Source: an optimization exercise on an open RTL-to-GDS flow (aim: small area, a short achievable clock period and few clock cycles). Production flows keep margins and buffers that such runs may drop.

== main ==
// toy_lic_tce
module toy_lic_tce (
    input  wire        clk,
    input  wire        rst,           
    input  wire        lic_ready,     
    input  wire        cmd_valid,
    output wire        cmd_ready,
    input  wire [31:0] cmd_word,
    input  wire [31:0] cmd_arg,
    output reg         done,
    output reg  [3:0]  status,
    output reg  [31:0] res,
    output reg         fault,
    output reg  [1:0]  cal_state,
    output wire        bus_req,
    output wire        bus_we,
    output wire [1:0]  bus_space,
    output wire [15:0] bus_addr,
    output wire [31:0] bus_wdata,
    input  wire        bus_ack,
    input  wire [31:0] bus_rdata
);
Size in the first run: roughly 200 flip-flops, about 0.017 mm² of cells after synthesis.
clock: 60.0 ns
lec_check: 0
cap_margin: 20
core_margin: 2
core_utilization: 40
slew_margin: 20
standard.sh (not shown) runs the stock make flow with config.mk's settings and CLKGATE_MAP_FILE= SYNTH_SCRIPT=/design/flow/synth_recipe.tcl, a recipe that flattens the netlist after the stock synthesis.
==> flow/flow/run.sh <==
#!/bin/bash
# Own layout flow: the standard ORFS flow (standard.sh), with the ports
# buffered by buf_2 cells instead of the default delay buffers, and the
# timing repair after CTS and global routing aimed at a setup slack margin
# (the clock period and constraints are the design's; only the repair
# effort changes). Each tool's full output goes to a log in this folder.
set -euo pipefail
MARGIN=45.5
bash standard.sh "SETUP_SLACK_MARGIN=$MARGIN" \
    "BUFFER_PORTS_ARGS=-buffer_cell sky130_fd_sc_hd__buf_2" finish > standard_finish.log 2>&1
Every stage of the flow completed for main, and the final layout passed the timing, DRC and antenna checks.
What the feature branch does differently from main at the input level:
diff --git a/flow/design.v b/flow/design.v
--- a/flow/design.v
+++ b/flow/design.v
@@ -47,13 +47,13 @@
     reg        periodic;
     reg [25:0] tq;           
     reg [6:0]  tr;           
     reg [41:0] acc;          
     reg        ovf;          
     reg [6:0]  rem;
-    reg [ND-1:0] dig;        
+    reg [2:0]  dig;          
     reg        first;        
     reg        fin;          
     assign cmd_ready = rdy;
     assign bus_req   = b_req;
     assign bus_we    = b_we;
     assign bus_space = b_space;
@@ -79,41 +79,31 @@
         begin
             nbits = 6'd0;
             for (n = 0; n < 32; n = n + 1)
                 if (v[n]) nbits = n[5:0] + 6'd1;
         end
     endfunction
-    reg [ND-1:0] lead;       
-    reg          nz_above;
+    reg [2:0] lead;
     integer li;
     always @(*) begin
-        nz_above = 1'b0;
-        for (li = ND - 1; li >= 0; li = li - 1) begin
-            lead[li] = (li == 0) ? ~nz_above : ~nz_above & (cmd_arg[D*li +: D] != {D{1'b0}});
-            nz_above = nz_above | (cmd_arg[D*li +: D] != {D{1'b0}});
-        end
+        lead = 3'd0;
+        for (li = 1; li < ND; li = li + 1)
+            if (cmd_arg[D*li +: D] != {D{1'b0}}) lead = li[2:0];
     end
-    wire [2:0] dig_b = {|dig[7:4], dig[7] | dig[6] | dig[3] | dig[2],
-                        dig[7] | dig[5] | dig[3] | dig[1]};
     wire [5:0] n_iv  = (a[3] ? 6'd4 : a[2] ? 6'd3 : a[1] ? 6'd2 : a[0] ? 6'd1 : 6'd0) +
-                       {1'b0, dig_b, 2'b00};
+                       {1'b0, dig, 2'b00};
     wire [5:0] n_res = nbits(res);
     wire [6:0] n_sum = {1'b0, n_iv} + {1'b0, n_res};
     reg        fit_r, big_r;
     wire       fit_sz = first ? (n_sum <= 7'd41) : fit_r;     
     wire       big_sz = first ? (n_sum >= 7'd51) : big_r;     
     wire        run  = ((state == S_T_STOP) | (state == S_T_WSEL) | (state == S_T_SEL) |
                         (state == S_T_LVT) | (state == S_T_WCNT) | (state == S_C_DIV)) & ~fin;
-    reg  [D-1:0] a;
-    integer ai;
-    always @(*) begin
-        a = {D{1'b0}};
-        for (ai = 0; ai < ND; ai = ai + 1)
-            a = a | (iv[D*ai +: D] & {D{dig[ai]}});
-    end
-    wire        last = dig[0];
+    wire [2:0]  d    = dig;
+    wire [D-1:0] a   = iv[D*d +: D];
+    wire        last = (d == 3'd0);
     wire [D+7:0] x0 = {1'b0, rem, {D{1'b0}}} + tr * a;
     wire [D:0]   q_e = x0[D+7:7];
     wire [7:0]   r_e = {1'b0, x0[6:0]} + {q_e, 1'b0} + q_e;
     wire         q_c = (r_e >= 8'd125);
     wire [6:0]   rem_n = q_c ? r_e[6:0] + 7'd3 : r_e[6:0];
     localparam integer AW = 43 + D;
@@ -238,29 +228,29 @@
                 (~b_req & (state != S_IDLE) & nx_req);
     wire [2:0] k_sel = rdy_f ? sel_f[2:0] : 3'd0;
     always @(posedge clk) begin
         if (state == S_IDLE) begin
             iv       <= cmd_arg;
             periodic <= cmd_word[0];
-        end else if (ack) begin
+        end else begin
             case (state)
                 S_C_TDCR:  iv <= 32'hFFFF_FFFF;
                 S_C_RDSC:  iv <= {24'd0, (bus_rdata[7:0] & 8'hFD) | 8'h01};
                 S_C_RDCUR: iv <= ~bus_rdata;
                 S_C_RDSC2: iv <= {24'd0, bus_rdata[7:0] & 8'hFE};
                 default: ;
             endcase
         end
         if (state == S_IDLE || state == S_C_RDCUR) begin
             acc <= 42'd0; ovf <= 1'b0; rem <= 7'd0; first <= 1'b1; fin <= 1'b0;
-            dig <= (state == S_IDLE) ? lead : 8'h80;
+            dig <= (state == S_IDLE) ? lead : 3'd7;
         end else if (run) begin
             acc <= acc_sum[41:0];
             ovf <= ovf | (acc_sum[42+D:42] != 0);
             rem <= rem_n;
-            dig <= dig >> 1;
+            dig <= d - 3'd1;
             first <= 1'b0;
             fin <= last;
             if (first) begin
                 fit_r <= (n_sum <= 7'd41);
                 big_r <= (n_sum >= 7'd51);
             end
@@ -326,18 +316,18 @@
                     b_req <= 1'b1;
                     state <= cmd_word[29] ? (cmd_word[28] ? S_P_STOP : S_T_STOP) : S_C_LVT;
                 end
             end
         end else begin
             done <= 1'b0;
+            if (state == S_C_RDCUR) res <= ~bus_rdata;
             if (step) begin
                 state  <= nx_state;
                 b_req  <= nx_req;
                 rdy    <= nx_fin;
                 done   <= nx_fin;
                 if (nx_fin) status <= nx_status;
-                if (state == S_C_RDCUR) res <= ~bus_rdata;
                 if (state == S_C_WRSC2) cal_state <= tzero ? CAL_FAILED : CAL_OK;
             end
         end
     end
 endmodule
Area share of and/or/nand/nor cells after synthesis in the feature branch is 0.71 points above main. Largest fanout on the critical path: the feature branch higher than main. Compared with main, in the feature branch worst setup slack rose 230 ps; number of synthesized flops with an enable pin fell 5; count of distinct cell types in the synthesized netlist fell 1. Looking at most common cell after layout, fill and taps aside, the sky130_fd_sc_hd__nor2_1 result is from the feature branch; the sky130_fd_sc_hd__inv_1 one comes from main.
Function was not checked in any run of this note: the RTL went through the layout flow alone.

==> port drivers added, routing unchanged <==
No port has a modelled driver above. Below, the same layouts with a new extraction and two added sets of constraints. Step 1 sets driving cells, clkbuf_16 on the clock port and buf_2 on the other inputs (assumed; they add their load-dependent delay and slew). Step 2 also shifts input and output timing later by t, the mid clock arrival at the registers, as if the neighbouring blocks saw the same clock. Three values: no drivers, after step 1, after step 2; two values: the first two.
| run | t (ns) | slack for setup (ns) | latest minus earliest clock arrival (ns) | slew at the worst register clock pin (ns) | worst slew at a driven data input, ns |
|---|---|---|---|---|---|
| main | 0.516 | 46.015 / 45.961 / 45.617 | 0.015 / 0.015 | 0.08 / 0.08 | 0.06 |
| the feature branch | 0.508 | 46.243 / 46.191 / 45.786 | 0.018 / 0.018 | 0.10 / 0.10 | 0.06 |
After both steps setup and hold are still met in every run listed. For the feature branch, which loses most, drivers alone change the setup slack by -0.052 ns; drivers and shift together by -0.457 ns.
